Source: an optimization exercise on an open RTL-to-GDS flow (aim: small area, a short achievable clock period and few clock cycles). Production flows keep margins and buffers that such runs may drop. Function was checked by simulation only, so behaviour that the tests miss may differ from the original. Power figures rest on the tool's default switching activity, not on a simulated workload.

## flow/design.v (module list and top-level ports; edited modules follow where they fit)
// module conv_engine: 679 lines
// module mac_lane: 345 lines
module conv_engine (
    input  wire        clk,
    input  wire        rst,
    input  wire        kc_we,
    input  wire [5:0]  kc_idx,
    input  wire [15:0] kc_data,
    input  wire        start,
    input  wire [7:0]  ksel,
    input  wire [7:0]  kdim,
    input  wire [15:0] kdiv,
    input  wire [31:0] src_base,
    input  wire [31:0] dst_base,
    input  wire [15:0] width,
    input  wire [15:0] height,
    output reg         busy,
    output reg         done,
    output reg  [2:0]  err,
    output reg         mem_req,
    output reg         mem_we,
    output wire [31:0] mem_addr,
    output reg  [7:0]  mem_wdata,
    input  wire        mem_gnt,
    input  wire        mem_rvalid,
    input  wire [7:0]  mem_rdata
);
  // ...
==> flow/flow/run.sh <==
#!/bin/bash
# The standard layout (the standard.sh, unchanged synthesis and steps),
# with ORFS's timing repair asked to keep a setup margin, so that it sizes
# and buffers paths well below the design's clock period.
set -euo pipefail
bash standard.sh SETUP_SLACK_MARGIN=10.5 finish > flow_make.log 2>&1
==> flow/standard.sh <==
#!/bin/bash
# synth_recipe.tcl (not shown) runs the flow's synth.tcl, then flattens the netlist and writes it again
# the make line also repeats each setting of config.mk as NAME=value (left out here)
make -C /OpenROAD-flow-scripts/flow DESIGN_CONFIG=/design/flow/config.mk WORK_HOME=/design/flow/orfs CLKGATE_MAP_FILE= SYNTH_SCRIPT=/design/flow/synth_recipe.tcl "${@:-finish}"
==> flow/config.mk <==
export PLATFORM = sky130hd
export DESIGN_NAME = conv_engine
export DESIGN_NICKNAME = conv_engine
export VERILOG_FILES = /design/flow/design.v
export SDC_FILE = /design/flow/constraint.sdc
export NUM_CORES = 4
export LEC_CHECK = 0
export CAP_MARGIN = 20
export CORE_MARGIN = 2
export CORE_UTILIZATION = 40
export SLEW_MARGIN = 20
==> flow/constraint.sdc <==
create_clock -name core_clock -period 16.0 [get_ports {clk}]
set_input_delay 3.2000 -clock core_clock [delete_from_list [all_inputs] [get_ports {clk}]]
set_output_delay 3.2000 -clock core_clock [all_outputs]
set_load 0.01 [all_outputs]
==> run_results.csv, run 1 <==
group,metric,value,unit
critical_path,slowest_stage,"nand3_1",
power,leakage,0.04614,uW
power,p_total,19360,uW
routing,dr.pass1.iters,10,
layout,multi_input_cells,7098,
logic_synthesis,ys_top_cells_by_area,"edfxtp_1 32%, fa_1 12%, dfxtp_1 11%",
sta,setup-violations-final,0,
critical_path,timing.rr.start,"t[2]",
sta,slew_headroom,9.431,%
die,num_rows,193,
die,io-pin-count,211,
logic_synthesis,synthSimpleGateAreaFrac,11.26,%
sta,fin_ws,10.50,ns
placement,dp_slack,8.847,ns
logic_synthesis,postSynthAreaPerCell,10.40,um2
min_path,min_to,"mem_wdata[6]",
layout,final_cell_mix,"1184 x edfxtp_1, 1139 x nand2_1, 1038 x inv_1",
layout,area_growth,11.91,%
layout,seq_area,48150,um2
sta,fin_crit_sh,34.39,%
flow_run,cap_violations,0,
die,coreArea,276500,um2
placement,dp_hpwl,312300,um
logic_synthesis,synth_common_cells,"1184 x edfxtp_1, 1144 x nand2_1, 1038 x inv_1, 745 x a22oi_1, 650 x fa_1",
logic_synthesis,synth-edff-count,1184,
grt,grt_busiest_layer,"met2",
logic_synthesis,synth_seq_cells,1811,
grt,grt_use_total,30.46,%
critical_path,rrSetupSlack,10.64,ns
grt,antenna_found_initial,39,
layout,nFlopsAndLatches,1811,
critical_path,start_kind,"input port",
die,die_w,531.2,um
status,run_status,"no timing/DRC/antenna violations",
layout,clockBufferCount,283,
sta,clock.fmax,181.7,MHz
power,pg_seq,6280,uW
power,p_sw,7264,uW
Testbench counts, summed over its fixed seeds: cycles 146,920.
==> inputs of run 2 (changes only) <==
--- a/flow/design.v
+++ b/flow/design.v
@@ -69,57 +69,66 @@
             4'd10:   d_new = 16'd9;
             4'd12:   d_new = 16'd10;
             default: d_new = 16'd1;
         endcase
     end
     reg [19:0] top;            
     reg [19:0] cbase;          
     reg [19:0] raddr;          
-    reg [19:0] wp;             
+    reg [19:0] wpa;            
+    reg [19:0] wpb;            
     reg signed [16:0] ymr;     
     reg signed [16:0] t;       
     reg [2:0]  ti;             
     reg [15:0] cx;
     reg [1:0]  oc;
     reg [1:0]  ph;
     reg        rd_done;
+    reg        tr_is;          
     reg [1:0]  S;              
-    reg [7:0]  O;
-    reg        Ov;
-    reg        hv0;
-    reg        dbusy;
-    reg [1:0]  dcnt;
-    reg [24:0] rem;
-    reg [7:0]  q;
-    reg        fneg, fsat;
     reg [19:0] maddr;
     assign mem_addr = {12'd0, maddr};
+    reg  [7:0] Oa, Ob;
+    reg        Ova, Ovb;
+    reg        Oa_sk, Ob_sk;   
     wire running  = (st == ST_RUN);
     wire adv      = !mem_req || mem_gnt;
-    wire do_wr    = running && adv && Ov;
+    wire do_wr    = running && adv && (Ova || Ovb);
     wire col_st   = (ti == 3'd0);
     wire col_ok   = ((ph == PH_MAIN) && (cx >= {14'd0, kc})) ||
                     ((ph == PH_TAIL) && (({1'b0, Wr} + {15'd0, oc}) >= {15'd0, kc}));
     wire can_rd   = !rd_done && (!col_st || !col_ok || (S != 2'd2));
-    wire do_rd    = running && adv && !Ov && can_rd;
-    wire        last_ti = (ti == {kc, 1'b0});
+    wire do_rd    = running && adv && !Ova && !Ovb && can_rd;
+    wire [16:0] yl      = ymr + {15'd0, kc} + 17'd1;                
+    wire [16:0] yn      = yl + {16'd0, tr_is};                       
+    wire        last_ti = (ti == {kc, tr_is});
     wire [16:0] t1      = t + 17'sd1;
-    wire        t_in    = !t[16] && (t1 < {1'b0, Hr});
     wire [15:0] cx1     = cx + 16'd1;
     wire        cx_end  = (cx1 == Wr);
     wire        oc_end  = (oc == kc - 2'd1);
-    wire [16:0] yl      = ymr + {15'd0, kc} + 17'd1;
     wire        row_end = ((ph == PH_TAIL) && oc_end) || ((ph == PH_MAIN) && cx_end && (kc == 2'd0));
-    wire [19:0] top_nx  = top + (ymr[16] ? 20'd0 : {4'd0, Wr});
+    wire [19:0] W20     = {4'd0, Wr};
+    wire [19:0] top_inc = tr_is ? (ymr[16] ? W20 : {W20[18:0], 1'b0}) : (ymr[16] ? 20'd0 : W20);
+    wire [19:0] top_nx  = top + top_inc;
+    wire signed [16:0] ymr_nx = ymr + (tr_is ? 17'sd2 : 17'sd1);
+    reg         t_in;
+    wire [16:0] t2      = t + 17'sd2;
+    wire [16:0] ym1     = ymr + 17'sd1;
+    wire [16:0] yn1     = ymr_nx + 17'sd1;
+    wire        tin_t1  = !t1[16] && (t2 < {1'b0, Hr});
+    wire        tin_ym  = !ymr[16] && (ym1 < {1'b0, Hr});
+    wire        tin_yn  = !ymr_nx[16] && (yn1 < {1'b0, Hr});
     reg [2:0]  ri;
     reg [15:0] rcx;
     reg [1:0]  roc;
     reg [1:0]  rph;
-    wire        r_last   = (ri == {kc, 1'b0});
+    reg [15:0] rrem;           
+    wire        tr_rx    = !kc[1] && (rrem[15:1] != 15'd0);
+    wire        r_last   = (ri == {kc, tr_rx});
     wire        r_ok     = ((rph == PH_MAIN) && (rcx >= {14'd0, kc})) ||
                            ((rph == PH_TAIL) && (({1'b0, Wr} + {15'd0, roc}) >= {15'd0, kc}));
     wire [15:0] rcx1     = rcx + 16'd1;
     wire        rcx_end  = (rcx1 == Wr);
     wire        roc_end  = (roc == kc - 2'd1);
     wire        r_rowend = ((rph == PH_TAIL) && roc_end) || ((rph == PH_MAIN) && rcx_end && (kc == 2'd0));
     reg [15:0] ksel0;
     reg        kval0;
@@ -129,266 +138,479 @@
     reg [5:0]  csel1;
     reg [15:0] ksel2;
     reg        kval2;
     reg [5:0]  csel2;
     reg [15:0] ksel3;
     reg        kval3;
     reg [15:0] ksel4;
     reg        kval4;
+    reg [5:0]  csel4;
     reg [15:0] ksel5;
     reg        kval5;
+    reg [5:0]  csel5;
     reg [15:0] ksel6;
     reg        kval6;
+    reg [5:0]  csel6;
     always @(*) begin
         ksel0 = 16'd0;
         kval0 = 1'b0;
-        case ({kc, ri})
-            5'd0: begin ksel0 = kflat[0 +: 16]; kval0 = kv[0]; end
-            5'd8: begin ksel0 = kflat[32 +: 16]; kval0 = kv[2]; end
-            5'd9: begin ksel0 = kflat[80 +: 16]; kval0 = kv[5]; end
-            5'd10: begin ksel0 = kflat[128 +: 16]; kval0 = kv[8]; end
-            5'd16: begin ksel0 = kflat[64 +: 16]; kval0 = kv[4]; end
-            5'd17: begin ksel0 = kflat[144 +: 16]; kval0 = kv[9]; end
-            5'd18: begin ksel0 = kflat[224 +: 16]; kval0 = kv[14]; end
-            5'd19: begin ksel0 = kflat[304 +: 16]; kval0 = kv[19]; end
-            5'd20: begin ksel0 = kflat[384 +: 16]; kval0 = kv[24]; end
-            5'd24: begin ksel0 = kflat[96 +: 16]; kval0 = kv[6]; end
-            5'd25: begin ksel0 = kflat[208 +: 16]; kval0 = kv[13]; end
-            5'd26: begin ksel0 = kflat[320 +: 16]; kval0 = kv[20]; end
-            5'd27: begin ksel0 = kflat[432 +: 16]; kval0 = kv[27]; end
-            5'd28: begin ksel0 = kflat[544 +: 16]; kval0 = kv[34]; end
-            5'd29: begin ksel0 = kflat[656 +: 16]; kval0 = kv[41]; end
-            5'd30: begin ksel0 = kflat[768 +: 16]; kval0 = kv[48]; end
+        case ({tr_rx, kc, ri})
+            6'd0: begin ksel0 = kflat[0 +: 16]; kval0 = kv[0]; end
+            6'd8: begin ksel0 = kflat[32 +: 16]; kval0 = kv[2]; end
+            6'd9: begin ksel0 = kflat[80 +: 16]; kval0 = kv[5]; end
+            6'd10: begin ksel0 = kflat[128 +: 16]; kval0 = kv[8]; end
+            6'd16: begin ksel0 = kflat[64 +: 16]; kval0 = kv[4]; end
+            6'd17: begin ksel0 = kflat[144 +: 16]; kval0 = kv[9]; end
+            6'd18: begin ksel0 = kflat[224 +: 16]; kval0 = kv[14]; end
+            6'd19: begin ksel0 = kflat[304 +: 16]; kval0 = kv[19]; end
+            6'd20: begin ksel0 = kflat[384 +: 16]; kval0 = kv[24]; end
+            6'd24: begin ksel0 = kflat[96 +: 16]; kval0 = kv[6]; end
+            6'd25: begin ksel0 = kflat[208 +: 16]; kval0 = kv[13]; end
+            6'd26: begin ksel0 = kflat[320 +: 16]; kval0 = kv[20]; end
+            6'd27: begin ksel0 = kflat[432 +: 16]; kval0 = kv[27]; end
+            6'd28: begin ksel0 = kflat[544 +: 16]; kval0 = kv[34]; end
+            6'd29: begin ksel0 = kflat[656 +: 16]; kval0 = kv[41]; end
+            6'd30: begin ksel0 = kflat[768 +: 16]; kval0 = kv[48]; end
+            6'd32: begin ksel0 = kflat[0 +: 16]; kval0 = kv[0]; end
+            6'd40: begin ksel0 = kflat[32 +: 16]; kval0 = kv[2]; end
+            6'd41: begin ksel0 = kflat[80 +: 16]; kval0 = kv[5]; end
+            6'd42: begin ksel0 = kflat[128 +: 16]; kval0 = kv[8]; end
             default: ;
         endcase
     end
     always @(*) begin
         csel0 = 6'd0;
-        case ({cat, ri[1:0]})
-            6'd4: csel0 = 6'd1;
-            6'd5: csel0 = 6'd2;
-            6'd6: csel0 = 6'd1;
-            6'd8: csel0 = 6'd1;
-            6'd9: csel0 = 6'd1;
-            6'd10: csel0 = 6'd1;
-            6'd12: csel0 = 6'd1;
-            6'd13: csel0 = 6'd2;
-            6'd14: csel0 = 6'd1;
-            6'd16: csel0 = -6'd1;
-            6'd18: csel0 = 6'd1;
-            6'd21: csel0 = 6'd1;
-            6'd24: csel0 = 6'd1;
-            6'd25: csel0 = 6'd1;
-            6'd26: csel0 = 6'd1;
-            6'd28: csel0 = -6'd1;
-            6'd30: csel0 = 6'd1;
-            6'd33: csel0 = 6'd1;
-            6'd34: csel0 = 6'd2;
-            6'd37: csel0 = -6'd1;
-            6'd40: csel0 = -6'd1;
-            6'd41: csel0 = -6'd1;
-            6'd42: csel0 = -6'd1;
-            6'd44: csel0 = -6'd1;
-            6'd45: csel0 = -6'd1;
-            6'd46: csel0 = -6'd1;
-            6'd48: csel0 = 6'd1;
-            6'd49: csel0 = 6'd1;
-            6'd50: csel0 = 6'd1;
+        case ({tr_rx, cat, ri[1:0]})
+            7'd4: csel0 = 6'd1;
+            7'd5: csel0 = 6'd2;
+            7'd6: csel0 = 6'd1;
+            7'd68: csel0 = 6'd1;
+            7'd69: csel0 = 6'd2;
+            7'd70: csel0 = 6'd1;
+            7'd8: csel0 = 6'd1;
+            7'd9: csel0 = 6'd1;
+            7'd10: csel0 = 6'd1;
+            7'd72: csel0 = 6'd1;
+            7'd73: csel0 = 6'd1;
+            7'd74: csel0 = 6'd1;
+            7'd12: csel0 = 6'd1;
+            7'd13: csel0 = 6'd2;
+            7'd14: csel0 = 6'd1;
+            7'd76: csel0 = 6'd1;
+            7'd77: csel0 = 6'd2;
+            7'd78: csel0 = 6'd1;
+            7'd16: csel0 = -6'd1;
+            7'd18: csel0 = 6'd1;
+            7'd80: csel0 = -6'd1;
+            7'd82: csel0 = 6'd1;
+            7'd21: csel0 = 6'd1;
+            7'd85: csel0 = 6'd1;
+            7'd24: csel0 = 6'd1;
+            7'd25: csel0 = 6'd1;
+            7'd26: csel0 = 6'd1;
+            7'd88: csel0 = 6'd1;
+            7'd89: csel0 = 6'd1;
+            7'd90: csel0 = 6'd1;
+            7'd28: csel0 = -6'd1;
+            7'd30: csel0 = 6'd1;
+            7'd92: csel0 = -6'd1;
+            7'd94: csel0 = 6'd1;
+            7'd33: csel0 = 6'd1;
+            7'd34: csel0 = 6'd2;
+            7'd97: csel0 = 6'd1;
+            7'd98: csel0 = 6'd2;
+            7'd37: csel0 = -6'd1;
+            7'd101: csel0 = -6'd1;
+            7'd40: csel0 = -6'd1;
+            7'd41: csel0 = -6'd1;
+            7'd42: csel0 = -6'd1;
+            7'd104: csel0 = -6'd1;
+            7'd105: csel0 = -6'd1;
+            7'd106: csel0 = -6'd1;
+            7'd44: csel0 = -6'd1;
+            7'd45: csel0 = -6'd1;
+            7'd46: csel0 = -6'd1;
+            7'd108: csel0 = -6'd1;
+            7'd109: csel0 = -6'd1;
+            7'd110: csel0 = -6'd1;
+            7'd48: csel0 = 6'd1;
+            7'd49: csel0 = 6'd1;
+            7'd50: csel0 = 6'd1;
+            7'd112: csel0 = 6'd1;
+            7'd113: csel0 = 6'd1;
+            7'd114: csel0 = 6'd1;
             default: ;
         endcase
     end
     wire [15:0] coef0 = (cat != 4'd0) ? {{10{csel0[5]}}, csel0} : (kval0 ? ksel0 : 16'd0);
     always @(*) begin
         ksel1 = 16'd0;
         kval1 = 1'b0;
-        case ({kc, ri})
-            5'd8: begin ksel1 = kflat[16 +: 16]; kval1 = kv[1]; end
-            5'd9: begin ksel1 = kflat[64 +: 16]; kval1 = kv[4]; end
-            5'd10: begin ksel1 = kflat[112 +: 16]; kval1 = kv[7]; end
-            5'd16: begin ksel1 = kflat[48 +: 16]; kval1 = kv[3]; end
-            5'd17: begin ksel1 = kflat[128 +: 16]; kval1 = kv[8]; end
-            5'd18: begin ksel1 = kflat[208 +: 16]; kval1 = kv[13]; end
-            5'd19: begin ksel1 = kflat[288 +: 16]; kval1 = kv[18]; end
-            5'd20: begin ksel1 = kflat[368 +: 16]; kval1 = kv[23]; end
-            5'd24: begin ksel1 = kflat[80 +: 16]; kval1 = kv[5]; end
-            5'd25: begin ksel1 = kflat[192 +: 16]; kval1 = kv[12]; end
-            5'd26: begin ksel1 = kflat[304 +: 16]; kval1 = kv[19]; end
-            5'd27: begin ksel1 = kflat[416 +: 16]; kval1 = kv[26]; end
-            5'd28: begin ksel1 = kflat[528 +: 16]; kval1 = kv[33]; end
-            5'd29: begin ksel1 = kflat[640 +: 16]; kval1 = kv[40]; end
-            5'd30: begin ksel1 = kflat[752 +: 16]; kval1 = kv[47]; end
+        case ({tr_rx, kc, ri})
+            6'd8: begin ksel1 = kflat[16 +: 16]; kval1 = kv[1]; end
+            6'd9: begin ksel1 = kflat[64 +: 16]; kval1 = kv[4]; end
+            6'd10: begin ksel1 = kflat[112 +: 16]; kval1 = kv[7]; end
+            6'd16: begin ksel1 = kflat[48 +: 16]; kval1 = kv[3]; end
+            6'd17: begin ksel1 = kflat[128 +: 16]; kval1 = kv[8]; end
+            6'd18: begin ksel1 = kflat[208 +: 16]; kval1 = kv[13]; end
+            6'd19: begin ksel1 = kflat[288 +: 16]; kval1 = kv[18]; end
+            6'd20: begin ksel1 = kflat[368 +: 16]; kval1 = kv[23]; end
+            6'd24: begin ksel1 = kflat[80 +: 16]; kval1 = kv[5]; end
+            6'd25: begin ksel1 = kflat[192 +: 16]; kval1 = kv[12]; end
+            6'd26: begin ksel1 = kflat[304 +: 16]; kval1 = kv[19]; end
+            6'd27: begin ksel1 = kflat[416 +: 16]; kval1 = kv[26]; end
+            6'd28: begin ksel1 = kflat[528 +: 16]; kval1 = kv[33]; end
+            6'd29: begin ksel1 = kflat[640 +: 16]; kval1 = kv[40]; end
+            6'd30: begin ksel1 = kflat[752 +: 16]; kval1 = kv[47]; end
+            6'd40: begin ksel1 = kflat[16 +: 16]; kval1 = kv[1]; end
+            6'd41: begin ksel1 = kflat[64 +: 16]; kval1 = kv[4]; end
+            6'd42: begin ksel1 = kflat[112 +: 16]; kval1 = kv[7]; end
             default: ;
         endcase
     end
     always @(*) begin
         csel1 = 6'd0;
-        case ({cat, ri[1:0]})
-            6'd4: csel1 = 6'd2;
-            6'd5: csel1 = 6'd4;
-            6'd6: csel1 = 6'd2;
-            6'd8: csel1 = 6'd1;
-            6'd9: csel1 = 6'd1;
-            6'd10: csel1 = 6'd1;
-            6'd16: csel1 = -6'd2;
-            6'd18: csel1 = 6'd2;
-            6'd20: csel1 = 6'd1;
-            6'd21: csel1 = -6'd4;
-            6'd22: csel1 = 6'd1;
-            6'd28: csel1 = -6'd1;
-            6'd30: csel1 = 6'd1;
-            6'd32: csel1 = -6'd1;
-            6'd33: csel1 = 6'd1;
-            6'd34: csel1 = 6'd1;
-            6'd36: csel1 = -6'd1;
-            6'd37: csel1 = 6'd5;
-            6'd38: csel1 = -6'd1;
-            6'd40: csel1 = -6'd1;
-            6'd41: csel1 = 6'd17;
-            6'd42: csel1 = -6'd1;
-            6'd44: csel1 = -6'd1;
-            6'd45: csel1 = 6'd8;
-            6'd46: csel1 = -6'd1;
-            6'd48: csel1 = 6'd1;
-            6'd49: csel1 = 6'd2;
-            6'd50: csel1 = 6'd1;
+        case ({tr_rx, cat, ri[1:0]})
+            7'd4: csel1 = 6'd2;
+            7'd5: csel1 = 6'd4;
+            7'd6: csel1 = 6'd2;
+            7'd68: csel1 = 6'd2;
+            7'd69: csel1 = 6'd4;
+            7'd70: csel1 = 6'd2;
+            7'd8: csel1 = 6'd1;
+            7'd9: csel1 = 6'd1;
+            7'd10: csel1 = 6'd1;
+            7'd72: csel1 = 6'd1;
+            7'd73: csel1 = 6'd1;
+            7'd74: csel1 = 6'd1;
+            7'd16: csel1 = -6'd2;
+            7'd18: csel1 = 6'd2;
+            7'd80: csel1 = -6'd2;
+            7'd82: csel1 = 6'd2;
+            7'd20: csel1 = 6'd1;
+            7'd21: csel1 = -6'd4;
+            7'd22: csel1 = 6'd1;
+            7'd84: csel1 = 6'd1;
+            7'd85: csel1 = -6'd4;
+            7'd86: csel1 = 6'd1;
+            7'd28: csel1 = -6'd1;
+            7'd30: csel1 = 6'd1;
+            7'd92: csel1 = -6'd1;
+            7'd94: csel1 = 6'd1;
+            7'd32: csel1 = -6'd1;
+            7'd33: csel1 = 6'd1;
+            7'd34: csel1 = 6'd1;
+            7'd96: csel1 = -6'd1;
+            7'd97: csel1 = 6'd1;
+            7'd98: csel1 = 6'd1;
+            7'd36: csel1 = -6'd1;
+            7'd37: csel1 = 6'd5;
+            7'd38: csel1 = -6'd1;
+            7'd100: csel1 = -6'd1;
+            7'd101: csel1 = 6'd5;
+            7'd102: csel1 = -6'd1;
+            7'd40: csel1 = -6'd1;
+            7'd41: csel1 = 6'd17;
+            7'd42: csel1 = -6'd1;
+            7'd104: csel1 = -6'd1;
+            7'd105: csel1 = 6'd17;
+            7'd106: csel1 = -6'd1;
+            7'd44: csel1 = -6'd1;
+            7'd45: csel1 = 6'd8;
+            7'd46: csel1 = -6'd1;
+            7'd108: csel1 = -6'd1;
+            7'd109: csel1 = 6'd8;
+            7'd110: csel1 = -6'd1;
+            7'd48: csel1 = 6'd1;
+            7'd49: csel1 = 6'd2;
+            7'd50: csel1 = 6'd1;
+            7'd112: csel1 = 6'd1;
+            7'd113: csel1 = 6'd2;
+            7'd114: csel1 = 6'd1;
             default: ;
         endcase
     end
     wire [15:0] coef1 = (cat != 4'd0) ? {{10{csel1[5]}}, csel1} : (kval1 ? ksel1 : 16'd0);
     always @(*) begin
         ksel2 = 16'd0;
         kval2 = 1'b0;
-        case ({kc, ri})
-            5'd8: begin ksel2 = kflat[0 +: 16]; kval2 = kv[0]; end
-            5'd9: begin ksel2 = kflat[48 +: 16]; kval2 = kv[3]; end
-            5'd10: begin ksel2 = kflat[96 +: 16]; kval2 = kv[6]; end
-            5'd16: begin ksel2 = kflat[32 +: 16]; kval2 = kv[2]; end
-            5'd17: begin ksel2 = kflat[112 +: 16]; kval2 = kv[7]; end
-            5'd18: begin ksel2 = kflat[192 +: 16]; kval2 = kv[12]; end
-            5'd19: begin ksel2 = kflat[272 +: 16]; kval2 = kv[17]; end
-            5'd20: begin ksel2 = kflat[352 +: 16]; kval2 = kv[22]; end
-            5'd24: begin ksel2 = kflat[64 +: 16]; kval2 = kv[4]; end
-            5'd25: begin ksel2 = kflat[176 +: 16]; kval2 = kv[11]; end
-            5'd26: begin ksel2 = kflat[288 +: 16]; kval2 = kv[18]; end
-            5'd27: begin ksel2 = kflat[400 +: 16]; kval2 = kv[25]; end
-            5'd28: begin ksel2 = kflat[512 +: 16]; kval2 = kv[32]; end
-            5'd29: begin ksel2 = kflat[624 +: 16]; kval2 = kv[39]; end
-            5'd30: begin ksel2 = kflat[736 +: 16]; kval2 = kv[46]; end
+        case ({tr_rx, kc, ri})
+            6'd8: begin ksel2 = kflat[0 +: 16]; kval2 = kv[0]; end
+            6'd9: begin ksel2 = kflat[48 +: 16]; kval2 = kv[3]; end
+            6'd10: begin ksel2 = kflat[96 +: 16]; kval2 = kv[6]; end
+            6'd16: begin ksel2 = kflat[32 +: 16]; kval2 = kv[2]; end
+            6'd17: begin ksel2 = kflat[112 +: 16]; kval2 = kv[7]; end
+            6'd18: begin ksel2 = kflat[192 +: 16]; kval2 = kv[12]; end
+            6'd19: begin ksel2 = kflat[272 +: 16]; kval2 = kv[17]; end
+            6'd20: begin ksel2 = kflat[352 +: 16]; kval2 = kv[22]; end
+            6'd24: begin ksel2 = kflat[64 +: 16]; kval2 = kv[4]; end
+            6'd25: begin ksel2 = kflat[176 +: 16]; kval2 = kv[11]; end
+            6'd26: begin ksel2 = kflat[288 +: 16]; kval2 = kv[18]; end
+            6'd27: begin ksel2 = kflat[400 +: 16]; kval2 = kv[25]; end
+            6'd28: begin ksel2 = kflat[512 +: 16]; kval2 = kv[32]; end
+            6'd29: begin ksel2 = kflat[624 +: 16]; kval2 = kv[39]; end
+            6'd30: begin ksel2 = kflat[736 +: 16]; kval2 = kv[46]; end
+            6'd40: begin ksel2 = kflat[0 +: 16]; kval2 = kv[0]; end
+            6'd41: begin ksel2 = kflat[48 +: 16]; kval2 = kv[3]; end
+            6'd42: begin ksel2 = kflat[96 +: 16]; kval2 = kv[6]; end
             default: ;
         endcase
     end
     always @(*) begin
         csel2 = 6'd0;
-        case ({cat, ri[1:0]})
-            6'd4: csel2 = 6'd1;
-            6'd5: csel2 = 6'd2;
-            6'd6: csel2 = 6'd1;
-            6'd8: csel2 = 6'd1;
-            6'd9: csel2 = 6'd1;
-            6'd10: csel2 = 6'd1;
-            6'd12: csel2 = -6'd1;
-            6'd13: csel2 = -6'd2;
-            6'd14: csel2 = -6'd1;
-            6'd16: csel2 = -6'd1;
-            6'd18: csel2 = 6'd1;
-            6'd21: csel2 = 6'd1;
-            6'd24: csel2 = -6'd1;
-            6'd25: csel2 = -6'd1;
-            6'd26: csel2 = -6'd1;
-            6'd28: csel2 = -6'd1;
-            6'd30: csel2 = 6'd1;
-            6'd32: csel2 = -6'd2;
-            6'd33: csel2 = -6'd1;
-            6'd37: csel2 = -6'd1;
-            6'd40: csel2 = -6'd1;
-            6'd41: csel2 = -6'd1;
-            6'd42: csel2 = -6'd1;
-            6'd44: csel2 = -6'd1;
-            6'd45: csel2 = -6'd1;
-            6'd46: csel2 = -6'd1;
-            6'd48: csel2 = 6'd1;
-            6'd49: csel2 = 6'd1;
-            6'd50: csel2 = 6'd1;
+        case ({tr_rx, cat, ri[1:0]})
+            7'd4: csel2 = 6'd1;
+            7'd5: csel2 = 6'd2;
+            7'd6: csel2 = 6'd1;
+            7'd68: csel2 = 6'd1;
+            7'd69: csel2 = 6'd2;
+            7'd70: csel2 = 6'd1;
+            7'd8: csel2 = 6'd1;
+            7'd9: csel2 = 6'd1;
+            7'd10: csel2 = 6'd1;
+            7'd72: csel2 = 6'd1;
+            7'd73: csel2 = 6'd1;
+            7'd74: csel2 = 6'd1;
+            7'd12: csel2 = -6'd1;
+            7'd13: csel2 = -6'd2;
+            7'd14: csel2 = -6'd1;
+            7'd76: csel2 = -6'd1;
+            7'd77: csel2 = -6'd2;
+            7'd78: csel2 = -6'd1;
+            7'd16: csel2 = -6'd1;
+            7'd18: csel2 = 6'd1;
+            7'd80: csel2 = -6'd1;
+            7'd82: csel2 = 6'd1;
+            7'd21: csel2 = 6'd1;
+            7'd85: csel2 = 6'd1;
+            7'd24: csel2 = -6'd1;
+            7'd25: csel2 = -6'd1;
+            7'd26: csel2 = -6'd1;
+            7'd88: csel2 = -6'd1;
+            7'd89: csel2 = -6'd1;
+            7'd90: csel2 = -6'd1;
+            7'd28: csel2 = -6'd1;
+            7'd30: csel2 = 6'd1;
+            7'd92: csel2 = -6'd1;
+            7'd94: csel2 = 6'd1;
+            7'd32: csel2 = -6'd2;
+            7'd33: csel2 = -6'd1;
+            7'd96: csel2 = -6'd2;
+            7'd97: csel2 = -6'd1;
+            7'd37: csel2 = -6'd1;
+            7'd101: csel2 = -6'd1;
+            7'd40: csel2 = -6'd1;
+            7'd41: csel2 = -6'd1;
+            7'd42: csel2 = -6'd1;
+            7'd104: csel2 = -6'd1;
+            7'd105: csel2 = -6'd1;
+            7'd106: csel2 = -6'd1;
+            7'd44: csel2 = -6'd1;
+            7'd45: csel2 = -6'd1;
+            7'd46: csel2 = -6'd1;
+            7'd108: csel2 = -6'd1;
+            7'd109: csel2 = -6'd1;
+            7'd110: csel2 = -6'd1;
+            7'd48: csel2 = 6'd1;
+            7'd49: csel2 = 6'd1;
+            7'd50: csel2 = 6'd1;
+            7'd112: csel2 = 6'd1;
+            7'd113: csel2 = 6'd1;
+            7'd114: csel2 = 6'd1;
             default: ;
         endcase
     end
     wire [15:0] coef2 = (cat != 4'd0) ? {{10{csel2[5]}}, csel2} : (kval2 ? ksel2 : 16'd0);
     always @(*) begin
         ksel3 = 16'd0;
         kval3 = 1'b0;
-        case ({kc, ri})
-            5'd16: begin ksel3 = kflat[16 +: 16]; kval3 = kv[1]; end
-            5'd17: begin ksel3 = kflat[96 +: 16]; kval3 = kv[6]; end
-            5'd18: begin ksel3 = kflat[176 +: 16]; kval3 = kv[11]; end
-            5'd19: begin ksel3 = kflat[256 +: 16]; kval3 = kv[16]; end
-            5'd20: begin ksel3 = kflat[336 +: 16]; kval3 = kv[21]; end
-            5'd24: begin ksel3 = kflat[48 +: 16]; kval3 = kv[3]; end
-            5'd25: begin ksel3 = kflat[160 +: 16]; kval3 = kv[10]; end
-            5'd26: begin ksel3 = kflat[272 +: 16]; kval3 = kv[17]; end
-            5'd27: begin ksel3 = kflat[384 +: 16]; kval3 = kv[24]; end
-            5'd28: begin ksel3 = kflat[496 +: 16]; kval3 = kv[31]; end
-            5'd29: begin ksel3 = kflat[608 +: 16]; kval3 = kv[38]; end
-            5'd30: begin ksel3 = kflat[720 +: 16]; kval3 = kv[45]; end
+        case ({tr_rx, kc, ri})
+            6'd16: begin ksel3 = kflat[16 +: 16]; kval3 = kv[1]; end
+            6'd17: begin ksel3 = kflat[96 +: 16]; kval3 = kv[6]; end
+            6'd18: begin ksel3 = kflat[176 +: 16]; kval3 = kv[11]; end
+            6'd19: begin ksel3 = kflat[256 +: 16]; kval3 = kv[16]; end
+            6'd20: begin ksel3 = kflat[336 +: 16]; kval3 = kv[21]; end
+            6'd24: begin ksel3 = kflat[48 +: 16]; kval3 = kv[3]; end
+            6'd25: begin ksel3 = kflat[160 +: 16]; kval3 = kv[10]; end
+            6'd26: begin ksel3 = kflat[272 +: 16]; kval3 = kv[17]; end
+            6'd27: begin ksel3 = kflat[384 +: 16]; kval3 = kv[24]; end
+            6'd28: begin ksel3 = kflat[496 +: 16]; kval3 = kv[31]; end
+            6'd29: begin ksel3 = kflat[608 +: 16]; kval3 = kv[38]; end
+            6'd30: begin ksel3 = kflat[720 +: 16]; kval3 = kv[45]; end
             default: ;
         endcase
     end
     wire [15:0] coef3 = (cat == 4'd0 && kval3) ? ksel3 : 16'd0;
     always @(*) begin
         ksel4 = 16'd0;
         kval4 = 1'b0;
-        case ({kc, ri})
-            5'd16: begin ksel4 = kflat[0 +: 16]; kval4 = kv[0]; end
-            5'd17: begin ksel4 = kflat[80 +: 16]; kval4 = kv[5]; end
-            5'd18: begin ksel4 = kflat[160 +: 16]; kval4 = kv[10]; end
-            5'd19: begin ksel4 = kflat[240 +: 16]; kval4 = kv[15]; end
-            5'd20: begin ksel4 = kflat[320 +: 16]; kval4 = kv[20]; end
-            5'd24: begin ksel4 = kflat[32 +: 16]; kval4 = kv[2]; end
-            5'd25: begin ksel4 = kflat[144 +: 16]; kval4 = kv[9]; end
-            5'd26: begin ksel4 = kflat[256 +: 16]; kval4 = kv[16]; end
-            5'd27: begin ksel4 = kflat[368 +: 16]; kval4 = kv[23]; end
-            5'd28: begin ksel4 = kflat[480 +: 16]; kval4 = kv[30]; end
-            5'd29: begin ksel4 = kflat[592 +: 16]; kval4 = kv[37]; end
-            5'd30: begin ksel4 = kflat[704 +: 16]; kval4 = kv[44]; end
+        case ({tr_rx, kc, ri})
+            6'd16: begin ksel4 = kflat[0 +: 16]; kval4 = kv[0]; end
+            6'd17: begin ksel4 = kflat[80 +: 16]; kval4 = kv[5]; end
+            6'd18: begin ksel4 = kflat[160 +: 16]; kval4 = kv[10]; end
+            6'd19: begin ksel4 = kflat[240 +: 16]; kval4 = kv[15]; end
+            6'd20: begin ksel4 = kflat[320 +: 16]; kval4 = kv[20]; end
+            6'd24: begin ksel4 = kflat[32 +: 16]; kval4 = kv[2]; end
+            6'd25: begin ksel4 = kflat[144 +: 16]; kval4 = kv[9]; end
+            6'd26: begin ksel4 = kflat[256 +: 16]; kval4 = kv[16]; end
+            6'd27: begin ksel4 = kflat[368 +: 16]; kval4 = kv[23]; end
+            6'd28: begin ksel4 = kflat[480 +: 16]; kval4 = kv[30]; end
+            6'd29: begin ksel4 = kflat[592 +: 16]; kval4 = kv[37]; end
+            6'd30: begin ksel4 = kflat[704 +: 16]; kval4 = kv[44]; end
+            6'd33: begin ksel4 = kflat[0 +: 16]; kval4 = kv[0]; end
+            6'd41: begin ksel4 = kflat[32 +: 16]; kval4 = kv[2]; end
+            6'd42: begin ksel4 = kflat[80 +: 16]; kval4 = kv[5]; end
+            6'd43: begin ksel4 = kflat[128 +: 16]; kval4 = kv[8]; end
             default: ;
         endcase
     end
-    wire [15:0] coef4 = (cat == 4'd0 && kval4) ? ksel4 : 16'd0;
+    always @(*) begin
+        csel4 = 6'd0;
+        case ({tr_rx, cat, ri[1:0]})
+            7'd69: csel4 = 6'd1;
+            7'd70: csel4 = 6'd2;
+            7'd71: csel4 = 6'd1;
+            7'd73: csel4 = 6'd1;
+            7'd74: csel4 = 6'd1;
+            7'd75: csel4 = 6'd1;
+            7'd77: csel4 = 6'd1;
+            7'd78: csel4 = 6'd2;
+            7'd79: csel4 = 6'd1;
+            7'd81: csel4 = -6'd1;
+            7'd83: csel4 = 6'd1;
+            7'd86: csel4 = 6'd1;
+            7'd89: csel4 = 6'd1;
+            7'd90: csel4 = 6'd1;
+            7'd91: csel4 = 6'd1;
+            7'd93: csel4 = -6'd1;
+            7'd95: csel4 = 6'd1;
+            7'd98: csel4 = 6'd1;
+            7'd99: csel4 = 6'd2;
+            7'd102: csel4 = -6'd1;
+            7'd105: csel4 = -6'd1;
+            7'd106: csel4 = -6'd1;
+            7'd107: csel4 = -6'd1;
+            7'd109: csel4 = -6'd1;
+            7'd110: csel4 = -6'd1;
+            7'd111: csel4 = -6'd1;
+            7'd113: csel4 = 6'd1;
+            7'd114: csel4 = 6'd1;
+            7'd115: csel4 = 6'd1;
+            default: ;
+        endcase
+    end
+    wire [15:0] coef4 = (cat != 4'd0) ? {{10{csel4[5]}}, csel4} : (kval4 ? ksel4 : 16'd0);
     always @(*) begin
         ksel5 = 16'd0;
         kval5 = 1'b0;
-        case ({kc, ri})
-            5'd24: begin ksel5 = kflat[16 +: 16]; kval5 = kv[1]; end
-            5'd25: begin ksel5 = kflat[128 +: 16]; kval5 = kv[8]; end
-            5'd26: begin ksel5 = kflat[240 +: 16]; kval5 = kv[15]; end
-            5'd27: begin ksel5 = kflat[352 +: 16]; kval5 = kv[22]; end
-            5'd28: begin ksel5 = kflat[464 +: 16]; kval5 = kv[29]; end
-            5'd29: begin ksel5 = kflat[576 +: 16]; kval5 = kv[36]; end
-            5'd30: begin ksel5 = kflat[688 +: 16]; kval5 = kv[43]; end
+        case ({tr_rx, kc, ri})
+            6'd24: begin ksel5 = kflat[16 +: 16]; kval5 = kv[1]; end
+            6'd25: begin ksel5 = kflat[128 +: 16]; kval5 = kv[8]; end
+            6'd26: begin ksel5 = kflat[240 +: 16]; kval5 = kv[15]; end
+            6'd27: begin ksel5 = kflat[352 +: 16]; kval5 = kv[22]; end
+            6'd28: begin ksel5 = kflat[464 +: 16]; kval5 = kv[29]; end
+            6'd29: begin ksel5 = kflat[576 +: 16]; kval5 = kv[36]; end
+            6'd30: begin ksel5 = kflat[688 +: 16]; kval5 = kv[43]; end
+            6'd41: begin ksel5 = kflat[16 +: 16]; kval5 = kv[1]; end
+            6'd42: begin ksel5 = kflat[64 +: 16]; kval5 = kv[4]; end
+            6'd43: begin ksel5 = kflat[112 +: 16]; kval5 = kv[7]; end
             default: ;
         endcase
     end
-    wire [15:0] coef5 = (cat == 4'd0 && kval5) ? ksel5 : 16'd0;
+    always @(*) begin
+        csel5 = 6'd0;
+        case ({tr_rx, cat, ri[1:0]})
+            7'd69: csel5 = 6'd2;
+            7'd70: csel5 = 6'd4;
+            7'd71: csel5 = 6'd2;
+            7'd73: csel5 = 6'd1;
+            7'd74: csel5 = 6'd1;
+            7'd75: csel5 = 6'd1;
+            7'd81: csel5 = -6'd2;
+            7'd83: csel5 = 6'd2;
+            7'd85: csel5 = 6'd1;
+            7'd86: csel5 = -6'd4;
+            7'd87: csel5 = 6'd1;
+            7'd93: csel5 = -6'd1;
+            7'd95: csel5 = 6'd1;
+            7'd97: csel5 = -6'd1;
+            7'd98: csel5 = 6'd1;
+            7'd99: csel5 = 6'd1;
+            7'd101: csel5 = -6'd1;
+            7'd102: csel5 = 6'd5;
+            7'd103: csel5 = -6'd1;
+            7'd105: csel5 = -6'd1;
+            7'd106: csel5 = 6'd17;
+            7'd107: csel5 = -6'd1;
+            7'd109: csel5 = -6'd1;
+            7'd110: csel5 = 6'd8;
+            7'd111: csel5 = -6'd1;
+            7'd113: csel5 = 6'd1;
+            7'd114: csel5 = 6'd2;
+            7'd115: csel5 = 6'd1;
+            default: ;
+        endcase
+    end
+    wire [15:0] coef5 = (cat != 4'd0) ? {{10{csel5[5]}}, csel5} : (kval5 ? ksel5 : 16'd0);
     always @(*) begin
         ksel6 = 16'd0;
         kval6 = 1'b0;
-        case ({kc, ri})
-            5'd24: begin ksel6 = kflat[0 +: 16]; kval6 = kv[0]; end
-            5'd25: begin ksel6 = kflat[112 +: 16]; kval6 = kv[7]; end
-            5'd26: begin ksel6 = kflat[224 +: 16]; kval6 = kv[14]; end
-            5'd27: begin ksel6 = kflat[336 +: 16]; kval6 = kv[21]; end
-            5'd28: begin ksel6 = kflat[448 +: 16]; kval6 = kv[28]; end
-            5'd29: begin ksel6 = kflat[560 +: 16]; kval6 = kv[35]; end
-            5'd30: begin ksel6 = kflat[672 +: 16]; kval6 = kv[42]; end
+        case ({tr_rx, kc, ri})
+            6'd24: begin ksel6 = kflat[0 +: 16]; kval6 = kv[0]; end
+            6'd25: begin ksel6 = kflat[112 +: 16]; kval6 = kv[7]; end
+            6'd26: begin ksel6 = kflat[224 +: 16]; kval6 = kv[14]; end
+            6'd27: begin ksel6 = kflat[336 +: 16]; kval6 = kv[21]; end
+            6'd28: begin ksel6 = kflat[448 +: 16]; kval6 = kv[28]; end
+            6'd29: begin ksel6 = kflat[560 +: 16]; kval6 = kv[35]; end
+            6'd30: begin ksel6 = kflat[672 +: 16]; kval6 = kv[42]; end
+            6'd41: begin ksel6 = kflat[0 +: 16]; kval6 = kv[0]; end
+            6'd42: begin ksel6 = kflat[48 +: 16]; kval6 = kv[3]; end
+            6'd43: begin ksel6 = kflat[96 +: 16]; kval6 = kv[6]; end
+            default: ;
+        endcase
+    end
+    always @(*) begin
+        csel6 = 6'd0;
+        case ({tr_rx, cat, ri[1:0]})
+            7'd69: csel6 = 6'd1;
+            7'd70: csel6 = 6'd2;
+            7'd71: csel6 = 6'd1;
+            7'd73: csel6 = 6'd1;
+            7'd74: csel6 = 6'd1;
+            7'd75: csel6 = 6'd1;
+            7'd77: csel6 = -6'd1;
+            7'd78: csel6 = -6'd2;
+            7'd79: csel6 = -6'd1;
+            7'd81: csel6 = -6'd1;
+            7'd83: csel6 = 6'd1;
+            7'd86: csel6 = 6'd1;
+            7'd89: csel6 = -6'd1;
+            7'd90: csel6 = -6'd1;
+            7'd91: csel6 = -6'd1;
+            7'd93: csel6 = -6'd1;
+            7'd95: csel6 = 6'd1;
+            7'd97: csel6 = -6'd2;
+            7'd98: csel6 = -6'd1;
+            7'd102: csel6 = -6'd1;
+            7'd105: csel6 = -6'd1;
+            7'd106: csel6 = -6'd1;
+            7'd107: csel6 = -6'd1;
+            7'd109: csel6 = -6'd1;
+            7'd110: csel6 = -6'd1;
+            7'd111: csel6 = -6'd1;
+            7'd113: csel6 = 6'd1;
+            7'd114: csel6 = 6'd1;
+            7'd115: csel6 = 6'd1;
             default: ;
         endcase
     end
-    wire [15:0] coef6 = (cat == 4'd0 && kval6) ? ksel6 : 16'd0;
+    wire [15:0] coef6 = (cat != 4'd0) ? {{10{csel6[5]}}, csel6} : (kval6 ? ksel6 : 16'd0);
     reg [15:0] c0r, c1r, c2r, c3r, c4r, c5r, c6r;
-    reg        v1, l1, ok1, re1;
+    reg        v1, l1, ok1, re1, tr1;
     wire [9:0] pe = {1'b0, mem_rdata, 1'b0};
     reg  [3:0] b_one, b_two, b_neg;
     reg        b_p7;
     wire [3:0] e_one, e_two, e_neg;
     generate
         for (g = 0; g < 4; g = g + 1) begin : g_booth
             wire [2:0] t3 = pe[2*g +: 3];
             assign e_one[g] = mem_rvalid && (t3[0] ^ t3[1]);
@@ -403,50 +625,60 @@
     mac_lane u_l0 (.c(c0r), .one(b_one), .two(b_two), .neg(b_neg), .p7(b_p7), .as(as0), .ac(ac0), .ys(ys0), .yc(yc0));
     mac_lane u_l1 (.c(c1r), .one(b_one), .two(b_two), .neg(b_neg), .p7(b_p7), .as(as1), .ac(ac1), .ys(ys1), .yc(yc1));
     mac_lane u_l2 (.c(c2r), .one(b_one), .two(b_two), .neg(b_neg), .p7(b_p7), .as(as2), .ac(ac2), .ys(ys2), .yc(yc2));
     mac_lane u_l3 (.c(c3r), .one(b_one), .two(b_two), .neg(b_neg), .p7(b_p7), .as(as3), .ac(ac3), .ys(ys3), .yc(yc3));
     mac_lane u_l4 (.c(c4r), .one(b_one), .two(b_two), .neg(b_neg), .p7(b_p7), .as(as4), .ac(ac4), .ys(ys4), .yc(yc4));
     mac_lane u_l5 (.c(c5r), .one(b_one), .two(b_two), .neg(b_neg), .p7(b_p7), .as(as5), .ac(ac5), .ys(ys5), .yc(yc5));
     mac_lane u_l6 (.c(c6r), .one(b_one), .two(b_two), .neg(b_neg), .p7(b_p7), .as(as6), .ac(ac6), .ys(ys6), .yc(yc6));
     wire [29:0] dhi = {15'd0, Dr[15:1]};
-    reg  [29:0] As, Ac;
-    reg         av;
-    reg  [30:0] h0;
+    reg  [29:0] Asa, Aca, Asb, Acb;
+    reg         av, ab, a_sk;
+    reg  [30:0] ha, hb;
+    reg         hv0, hbv, h_sk;
     wire push   = v1 && l1 && ok1;
-    wire h_load = av && (!hv0 || pop);
     reg  [17:0] D3;                        
-    wire [25:0] s1   = {1'b0, rem} - {3'd0, Dr, 7'd0};
-    wire [25:0] s2   = {1'b0, rem} - {2'd0, Dr, 8'd0};
-    wire [25:0] s3   = {1'b0, rem} - {1'b0, D3, 7'd0};
-    wire        g1   = !s1[25];
-    wire        g2   = !s2[25];
-    wire        g3   = !s3[25];
-    wire [1:0]  dig  = g3 ? 2'd3 : g2 ? 2'd2 : g1 ? 2'd1 : 2'd0;
-    wire [22:0] rnew = g3 ? s3[22:0] : g2 ? s2[22:0] : g1 ? s1[22:0] : rem[22:0];
+    reg         dbusy, db, d_sk;
+    reg  [1:0]  dcnt;
+    reg  [24:0] rema, remb;
+    reg  [5:0]  qa, qb;
+    reg         fnega, fsata, fnegb, fsatb;
+    wire [25:0] sa1 = {1'b0, rema} - {3'd0, Dr, 7'd0};
+    wire [25:0] sa2 = {1'b0, rema} - {2'd0, Dr, 8'd0};
+    wire [25:0] sa3 = {1'b0, rema} - {1'b0, D3, 7'd0};
+    wire [25:0] sb1 = {1'b0, remb} - {3'd0, Dr, 7'd0};
+    wire [25:0] sb2 = {1'b0, remb} - {2'd0, Dr, 8'd0};
+    wire [25:0] sb3 = {1'b0, remb} - {1'b0, D3, 7'd0};
+    wire [1:0]  diga = !sa3[25] ? 2'd3 : !sa2[25] ? 2'd2 : !sa1[25] ? 2'd1 : 2'd0;
+    wire [1:0]  digb = !sb3[25] ? 2'd3 : !sb2[25] ? 2'd2 : !sb1[25] ? 2'd1 : 2'd0;
+    wire [22:0] rna  = !sa3[25] ? sa3[22:0] : !sa2[25] ? sa2[22:0] : !sa1[25] ? sa1[22:0] : rema[22:0];
+    wire [22:0] rnb  = !sb3[25] ? sb3[22:0] : !sb2[25] ? sb2[22:0] : !sb1[25] ? sb1[22:0] : remb[22:0];
     wire        dlast = dbusy && (dcnt == 2'd3);
-    wire        dfin  = dlast && !Ov;
+    wire        dfin  = dlast && !Ova && !Ovb;
     wire        pop   = hv0 && (!dbusy || dfin);
-    wire        h_sat = (h0[29:25] != 5'd0) || (h0[24:0] >= {Dr, 9'd0});
-    wire fin = running && rd_done && (S == 2'd0) && !dbusy && !Ov && !hv0 && !av &&
-               mem_req && mem_we && mem_gnt;
+    wire        h_load = av && (!hv0 || pop);
+    wire        sat_a = (ha[29:25] != 5'd0) || (ha[24:0] >= {Dr, 9'd0});
+    wire        sat_b = (hb[29:25] != 5'd0) || (hb[24:0] >= {Dr, 9'd0});
+    wire wr_taken = mem_req && mem_we && mem_gnt;
+    wire fin      = running && wr_taken && (np == 21'd1);
     wire [21:0] np_nx  = {np, 1'b0} + {6'd0, (Hr[15] ? Wr : 16'd0)};
     wire [21:0] s_end  = {2'd0, top} + {1'b0, np};
-    wire [21:0] d_end  = {2'd0, wp} + {1'b0, np};
+    wire [21:0] d_end  = {2'd0, wpa} + {1'b0, np};
     wire        bad_rng = nsat || sh || dh || (s_end > 22'h100000) || (d_end > 22'h100000);
-    wire        ovl     = ({2'd0, top} < d_end) && ({2'd0, wp} < s_end);
+    wire        ovl     = ({2'd0, top} < d_end) && ({2'd0, wpa} < s_end);
     always @(posedge clk) begin
         if (rst) begin
             st      <= ST_IDLE;
             busy    <= 1'b0;
             done    <= 1'b0;
             err     <= 3'd0;
             mem_req <= 1'b0;
             mem_we  <= 1'b0;
-            Ov      <= 1'b0;
+            Ova     <= 1'b0;
+            Ovb     <= 1'b0;
             S       <= 2'd0;
             rd_done <= 1'b0;
         end else begin
             done <= 1'b0;
             case (st)
                 ST_IDLE: begin
                     if (start) begin
                         err <= e_pre;
@@ -457,17 +689,17 @@
                             st   <= ST_MUL;
                         end
                         Wr   <= width;
                         Hr   <= height;
                         Dr   <= d_new;
                         kc   <= (ksel == 8'd0) ? kdim[2:1] : 2'd1;
                         cat  <= ksel[3:0];
                         top  <= src_base[19:0];
-                        wp   <= dst_base[19:0];
+                        wpa  <= dst_base[19:0];
                         sh   <= (src_base[31:20] != 12'd0);
                         dh   <= (dst_base[31:20] != 12'd0);
                         np   <= 21'd0;
                         nsat <= 1'b0;
                         mcnt <= 4'd0;
                     end
                 end
                 ST_MUL: begin
@@ -483,63 +715,76 @@
                     if (bad_rng || ovl) begin
                         err  <= bad_rng ? 3'd4 : 3'd5;
                         done <= 1'b1;
                         busy <= 1'b0;
                         st   <= ST_IDLE;
                     end else begin
                         st <= ST_RUN;
                     end
+                    wpb     <= wpa + W20;
                     cbase   <= top;
                     raddr   <= top;
                     ymr     <= -$signed({15'd0, kc});
                     t       <= -$signed({15'd0, kc});
+                    t_in    <= (kc == 2'd0) && (Hr[15:1] != 15'd0);
                     ti      <= 3'd0;
                     cx      <= 16'd0;
                     oc      <= 2'd0;
                     ph      <= (kc == 2'd0) ? PH_MAIN : PH_LEAD;
                     rd_done <= 1'b0;
+                    tr_is   <= !kc[1] && (Hr[15:1] != 15'd0);
                     S       <= 2'd0;
                 end
                 ST_RUN: begin
                     if (adv) begin
-                        if (Ov) begin
+                        if (Ova) begin
+                            mem_req   <= 1'b1;
+                            mem_we    <= 1'b1;
+                            maddr     <= wpa;
+                            mem_wdata <= Oa;
+                            wpa       <= wpa + 20'd1 + (Oa_sk ? W20 : 20'd0);
+                        end else if (Ovb) begin
                             mem_req   <= 1'b1;
                             mem_we    <= 1'b1;
-                            maddr     <= wp;
-                            mem_wdata <= O;
-                            wp        <= wp + 20'd1;
+                            maddr     <= wpb;
+                            mem_wdata <= Ob;
+                            wpb       <= wpb + 20'd1 + (Ob_sk ? W20 : 20'd0);
                         end else if (can_rd) begin
                             mem_req <= 1'b1;
                             mem_we  <= 1'b0;
                             maddr   <= raddr;
                         end else begin
                             mem_req <= 1'b0;
                         end
                     end
                     if (do_rd) begin
                         if (!last_ti) begin
                             ti    <= ti + 3'd1;
                             t     <= t1;
-                            raddr <= raddr + (t_in ? {4'd0, Wr} : 20'd0);
+                            t_in  <= tin_t1;
+                            raddr <= raddr + (t_in ? W20 : 20'd0);
                         end else begin
                             ti <= 3'd0;
                             if (row_end) begin
                                 ph    <= (kc == 2'd0) ? PH_MAIN : PH_LEAD;
                                 oc    <= 2'd0;
                                 cx    <= 16'd0;
-                                ymr   <= ymr + 17'sd1;
-                                t     <= ymr + 17'sd1;
+                                ymr   <= ymr_nx;
+                                t     <= ymr_nx;
+                                t_in  <= tin_yn;
                                 top   <= top_nx;
                                 cbase <= top_nx;
                                 raddr <= top_nx;
-                                if (yl == {1'b0, Hr})
+                                if (yn == {1'b0, Hr})
                                     rd_done <= 1'b1;
+                                tr_is <= !kc[1] && ((yn + 17'd1) < {1'b0, Hr});
                             end else begin
-                                t <= ymr;
+                                t    <= ymr;
+                                t_in <= tin_ym;
                                 case (ph)
                                     PH_LEAD: begin
                                         raddr <= cbase;
                                         if (oc_end) begin
                                             ph <= PH_MAIN;
                                             oc <= 2'd0;
                                         end else
                                             oc <= oc + 2'd1;
@@ -559,63 +804,77 @@
                                         raddr <= cbase;
                                         oc    <= oc + 2'd1;
                                     end
                                 endcase
                             end
                         end
                     end
                     S <= S + ((do_rd && col_st && col_ok) ? 2'd1 : 2'd0) - (pop ? 2'd1 : 2'd0);
-                    if (do_wr)
-                        Ov <= 1'b0;
+                    if (wr_taken)
+                        np <= np - 21'd1;
+                    if (do_wr && Ova)
+                        Ova <= 1'b0;
                     else if (dfin)
-                        Ov <= 1'b1;
+                        Ova <= 1'b1;
+                    if (do_wr && !Ova && Ovb)
+                        Ovb <= 1'b0;
+                    else if (dfin && db)
+                        Ovb <= 1'b1;
                     if (fin) begin
                         done    <= 1'b1;
                         busy    <= 1'b0;
                         err     <= 3'd0;
                         st      <= ST_IDLE;
                         mem_req <= 1'b0;
                     end
                 end
                 default: st <= ST_IDLE;
             endcase
         end
     end
-    always @(posedge clk)
-        if (dfin)
-            O <= fneg ? 8'd0 : fsat ? 8'd255 : {q[5:0], dig};
+    always @(posedge clk) begin
+        if (dfin) begin
+            Oa    <= fnega ? 8'd0 : fsata ? 8'd255 : {qa, diga};
+            Ob    <= fnegb ? 8'd0 : fsatb ? 8'd255 : {qb, digb};
+            Oa_sk <= d_sk;
+            Ob_sk <= d_sk;
+        end
+    end
     always @(posedge clk) begin
         c0r <= coef0; c1r <= coef1; c2r <= coef2; c3r <= coef3;
         c4r <= coef4; c5r <= coef5; c6r <= coef6;
         b_one <= e_one;
         b_two <= e_two;
         b_neg <= e_neg;
         b_p7  <= mem_rvalid && mem_rdata[7];
         l1  <= r_last;
         ok1 <= r_ok;
         re1 <= r_last && r_rowend;
+        tr1 <= tr_rx;
         if (rst)
             v1 <= 1'b0;
         else
             v1 <= mem_rvalid;
         if (st == ST_CHK) begin
-            ri  <= 3'd0;
-            rcx <= 16'd0;
-            roc <= 2'd0;
-            rph <= (kc == 2'd0) ? PH_MAIN : PH_LEAD;
+            ri   <= 3'd0;
+            rcx  <= 16'd0;
+            roc  <= 2'd0;
+            rph  <= (kc == 2'd0) ? PH_MAIN : PH_LEAD;
+            rrem <= Hr;
         end else if (mem_rvalid) begin
             if (!r_last) begin
                 ri <= ri + 3'd1;
             end else begin
                 ri <= 3'd0;
                 if (r_rowend) begin
-                    rph <= (kc == 2'd0) ? PH_MAIN : PH_LEAD;
-                    roc <= 2'd0;
-                    rcx <= 16'd0;
+                    rph  <= (kc == 2'd0) ? PH_MAIN : PH_LEAD;
+                    roc  <= 2'd0;
+                    rcx  <= 16'd0;
+                    rrem <= rrem - (tr_rx ? 16'd2 : 16'd1);
                 end else case (rph)
                     PH_LEAD: begin
                         if (roc_end) begin
                             rph <= PH_MAIN;
                             roc <= 2'd0;
                         end else
                             roc <= roc + 2'd1;
                     end
@@ -632,48 +891,62 @@
         end
     end
     always @(posedge clk) begin
         if (st == ST_CHK || (v1 && l1 && re1)) begin
             as0 <= dhi; as1 <= dhi; as2 <= dhi; as3 <= dhi; as4 <= dhi; as5 <= dhi; as6 <= dhi;
             ac0 <= 30'd0; ac1 <= 30'd0; ac2 <= 30'd0; ac3 <= 30'd0;
             ac4 <= 30'd0; ac5 <= 30'd0; ac6 <= 30'd0;
         end else if (v1 && l1) begin
-            as0 <= ys1; as1 <= ys2; as2 <= ys3; as3 <= ys4; as4 <= ys5; as5 <= ys6; as6 <= dhi;
-            ac0 <= yc1; ac1 <= yc2; ac2 <= yc3; ac3 <= yc4; ac4 <= yc5; ac5 <= yc6; ac6 <= 30'd0;
+            as0 <= ys1; as1 <= ys2; as2 <= ys3; as3 <= tr1 ? dhi : ys4; as4 <= ys5; as5 <= ys6; as6 <= dhi;
+            ac0 <= yc1; ac1 <= yc2; ac2 <= yc3; ac3 <= tr1 ? 30'd0 : yc4; ac4 <= yc5; ac5 <= yc6; ac6 <= 30'd0;
         end else begin
             as0 <= ys0; as1 <= ys1; as2 <= ys2; as3 <= ys3; as4 <= ys4; as5 <= ys5; as6 <= ys6;
             ac0 <= yc0; ac1 <= yc1; ac2 <= yc2; ac3 <= yc3; ac4 <= yc4; ac5 <= yc5; ac6 <= yc6;
         end
         if (push) begin
-            As <= ys0;
-            Ac <= yc0;
+            Asa  <= ys0;
+            Aca  <= yc0;
+            Asb  <= ys4;
+            Acb  <= yc4;
+            ab   <= tr1;
+            a_sk <= tr1 && re1;
+        end
+        if (h_load) begin
+            ha   <= {Asa + Aca, Dr[0]};
+            hb   <= {Asb + Acb, Dr[0]};
+            hbv  <= ab;
+            h_sk <= a_sk;
         end
-        if (h_load)
-            h0 <= {As + Ac, Dr[0]};
     end
     always @(posedge clk) begin
         if (rst || st == ST_CHK) begin
             hv0   <= 1'b0;
             av    <= 1'b0;
             dbusy <= 1'b0;
         end else begin
             av  <= push || (av && !h_load);
             hv0 <= h_load || (hv0 && !pop);
             if (pop) begin
                 dbusy <= 1'b1;
                 dcnt  <= 2'd0;
-                rem   <= h0[24:0];
-                fneg  <= h0[30];
-                fsat  <= !h0[30] && h_sat;
-                q     <= 8'd0;
+                db    <= hbv;
+                d_sk  <= h_sk;
+                rema  <= ha[24:0];
+                fnega <= ha[30];
+                fsata <= !ha[30] && sat_a;
+                remb  <= hb[24:0];
+                fnegb <= hb[30];
+                fsatb <= !hb[30] && sat_b;
             end else if (dbusy) begin
                 if (dcnt != 2'd3) begin
-                    rem  <= {rnew, 2'b00};
-                    q    <= {q[5:0], dig};
+                    rema <= {rna, 2'b00};
+                    remb <= {rnb, 2'b00};
+                    qa   <= {qa[3:0], diga};
+                    qb   <= {qb[3:0], digb};
                     dcnt <= dcnt + 2'd1;
                 end else if (dfin) begin
                     dbusy <= 1'b0;
                 end
             end
         end
     end
 endmodule
==> flow/flow/run.sh (replaced) <==
#!/bin/bash
# The standard layout (the standard.sh, unchanged synthesis and steps),
# with ORFS's timing repair asked to keep a setup margin, so that it sizes
# and buffers paths well below the design's clock period.
set -euo pipefail
bash standard.sh SETUP_SLACK_MARGIN=11.2 finish > flow_make.log 2>&1
==> run 2 against run 1 <==
Effect of this change: still clean on timing, DRC and antenna; fmax rose by 12%; cell count rose by 15%; clock power rose by 5.5%; global-route usage fell by 3.3 points; hold slack improved by 0.011 ns; critical path type unchanged; largest cell class unchanged; largest power group unchanged.
==> run_results.csv, run 2 <==
group,metric,value,unit
logic_synthesis,synth-edff-count,1358,
routing,ant_nets,0,
min_path,min-delay-start,"h_sk",
layout,nets,13760,
grt,grt_max_degree,160,
layout,largest-register,"kflat",
sta,worstMarginPinSlew,1.173,ns
placement,dp_hpwl,314200,um
power,leakage,0.05426,uW
flow_run,cap_violations,0,
logic_synthesis,postSynthAreaPerCell,10.32,um2
cts,cts_root_buffer,"clkbuf_16",
die,die_h,567.3,um
sta,finalHoldViolCount,0,
sta,slew_headroom,21.31,%
routing,finalWirelength,451100,um
routing,via_per_inst,5.993,
logic_synthesis,synth_seq_cells,1987,
critical_path,critPathMaxFanout,6,
sta,rsz0062_at_grt,"true",
cts,clkLatencyLatePin,0.95,ns
layout,reg_top3,"kflat: 784 flops, kv: 49 flops, ha: 31 flops",
grt,grt_first_pass_wirelength,653100,um
critical_path,critPathArrivalTime,5.54,ns
sta,tns,0,ns
status,run_status,"no timing/DRC/antenna violations",
logic_synthesis,synth_top_area_share,32.13,%
sta,skew,0.07394,ns
routing,num_vias,99600,
logic_synthesis,yosys.area.top_type,"edfxtp_1",
critical_path,crit_type,"input port to flop",
sta,layout_min_cycle_time,4.926,ns
critical_path,crit_start,"ksel[0]",
power,switching_share,37.05,%
layout,largest_reg_flops,784,
layout,final_cells,16620,
die,coreArea,315200,um2
grt,grt_use_total,27.20,%
critical_path,critPathMaxStageDelay,0.79,ns
cts,numCtsBuffers,220,
die,io-pin-count,211,
die,die_w,567.3,um
routing,drc,0,
logic_synthesis,synth_common_cells,"1358 x edfxtp_1, 1153 x nand2_1, 1076 x inv_1, 696 x nor2_1, 666 x ha_1",
power,vdd_ir_drop_max,0.1036,mV
logic_synthesis,yosys_warnings,1,
die,num_rows,206,
cts,h-tree-depth,4,
critical_path,timing.rr.start,"ri[0]",
layout,drive_gt1_share,8.503,%
placement,place_congestion,0.9525,
die,dieArea,321800,um2
routing,wl_per_cell,27.14,um
power,internal_power,13100,uW
power,power_frac_clock,25.6,%
cts,ctsLongestPathBuffers,4,
power,combPwrFrac,41.0,%
layout,layout.cells.most_common,"edfxtp_1",
critical_path,endpoint_kind,"flop",
layout,final_cell_mix,"1358 x edfxtp_1, 1148 x nand2_1, 1069 x inv_1",
sta,slew_violations,0,
die,floorplan.initialDensity,40.26,%
critical_path,slowest_stage,"clkdlybuf4s50_1",
cts,clock-sinks,1987,
grt,first_global_vias,94550,
logic_synthesis,synthDistinctLibCells,102,
critical_path,start_kind,"input port",
critical_path,crit_chain,"clkdlybuf4s50_1 > nor2_1 > nand3_2 > nor3_4 > nor2_1",
power,p_sw,7708,uW
grt,overflow,0,
sta,setup-violations-final,0,
logic_synthesis,yosysMostFrequentCell,"edfxtp_1",
cts,cts_tree,"yes",
layout,post-route-util,45.48,%
logic_synthesis,ys.flop_type,"edfxtp_1",
routing,drt-initial-drc-count,13750,
logic_synthesis,ys_seq_area_share,42.06,%
layout,area_growth,12.97,%
placement,port_buffers,198,
logic_synthesis,async_reset_ff_share,0,%
critical_path,required,16.61,ns
power,p_seq_share,33.4,%
power,p_per_area,145.1,nW/um2
logic_synthesis,ys_top_cells_by_area,"edfxtp_1 32%, fa_1 10%, dfxtp_1 9.9%",
cts,clk_pin_slew,0.06,ns
placement,placedCellCount,16040,
grt,antenna_found_initial,32,
logic_synthesis,synthCells,12300,
logic_synthesis,netlist_area,126900,um2
critical_path,cp_common_cell,"nor2_1",
power,p_total,20800,uW
routing,dr.pass1.iters,13,
min_path,hp-class,"flop to flop",
layout,nFillCells,29380,
sta,clock.fmax,203.0,MHz
sta,fin_crit_sh,30.79,%
[run 2: layout make-up]
type	instances	area, um2	share of cell area, %
clock buffers	287	6067	4.232
repair buffers	539	5406	3.771
inverters	1082	4080	2.846
multi-input cells	8436	67800	47.30
flip-flops and latches	1987	53430	37.27
clock inverters	110	1309	0.9130
well taps	4160	5205	3.631
diodes	18	45.04	0.03142
repair inverters	1	7.507	0.005237
[run 2: cells by family after synthesis]
kind of cell / synth area share [%]
xor+xnor: 6.934
compound gates: 15.54
mux: 1.255
simple gates: 11.54
buf+inv: 5.652
flops: 42.06
other cells: 0.002955
fa+ha+maj: 17.02
[run 2: power by group through the flow]
stage	clock, uW	combinational (uW)	sequential, uW
global placement	0	8230	7040
finish	5330	8530	6940
floorplan	0	5990	6760
detailed placement	0	8370	7040
CTS	5370	8450	6940
global route	5570	9660	7010
[run 2: final timing paths]
| kind | slack [ns] | depth (start not counted) | endpoint |
|---|---|---|---|
| max reg2reg | 11.18 | 10 | c0r[14] |
| min reg2reg | 0.41 | 0 | d_sk |
| max | 11.07 | 5 | Dr[0] |
| min | 0.41 | 0 | d_sk |
[run 2: through the flow]
step / area, um2 / setup slack [ns] / hold WS, ns
floorplan: 127500 / 10.95 / 0.4003
global placement: 133300 / 9.259 / 0.4015
detailed placement: 133300 / 9.243 / 0.4045
CTS: 141900 / 11.12 / 0.4156
global route: 143300 / 11.10 / 0.4243
finish: 143400 / 11.07 / 0.4148
[run 2: what timing repair did]
item                                    in CTS  in global routing
pin swaps                                   39                 62
gates resized for setup                    166                111
setup buffers                               76                 82
endpoints found under the setup margin     836                526
cloned                                       2                  0
hold buffers                                 0                  0
[run 2: worst max-delay path, delay by kind of cell]
| family | cells | cell delay [ns] |
|---|---|---|
| buffers and inverters | 1 | 0.79 |
| AND/OR/NAND/NOR | 4 | 1.52 |
[run 2: metal layers]
metal  routed length (um)  vias to the layer above  GRT usage (%)
li1                     -                    43850              -
met4                22460                       24          11.92
met5                  196                        -              0
met1               187800                    49060          38.40
met2               189300                     5692          39.33
met3                51380                      977          6.678
Testbench counts of run 2, summed over its fixed seeds: cycles 122,270.

-- separate check: timing with driven ports --
Ports are ideal in the flow. The routed layouts listed here were re-timed in OpenROAD.
Step 1 assumes that a clkbuf_16 drives the clock port and a buf_2 every other input.
Step 2, shift: input delay + t, output delay - t, t = (earliest + latest rising clock arrival at the registers) / 2. This alone moves slack from input paths to output paths.
Slacks: ideal / step 1 / step 2; pairs: ideal / step 1.
| run | t (ns) | slack for setup (ns) | latest minus earliest clock arrival (ns) | slew at the worst register clock pin (ns) |
|---|---|---|---|---|
| run 1 | 0.972 | 10.497 / 10.551 / 9.579 | 0.125 / 0.125 | 0.07 / 0.07 |
| run 2 | 1.020 | 11.074 / 11.109 / 10.090 | 0.081 / 0.081 | 0.07 / 0.07 |
After both steps setup and hold are still met in every run listed. For run 2, which loses most, drivers alone change the setup slack by +0.035 ns; drivers and shift together by -0.984 ns.
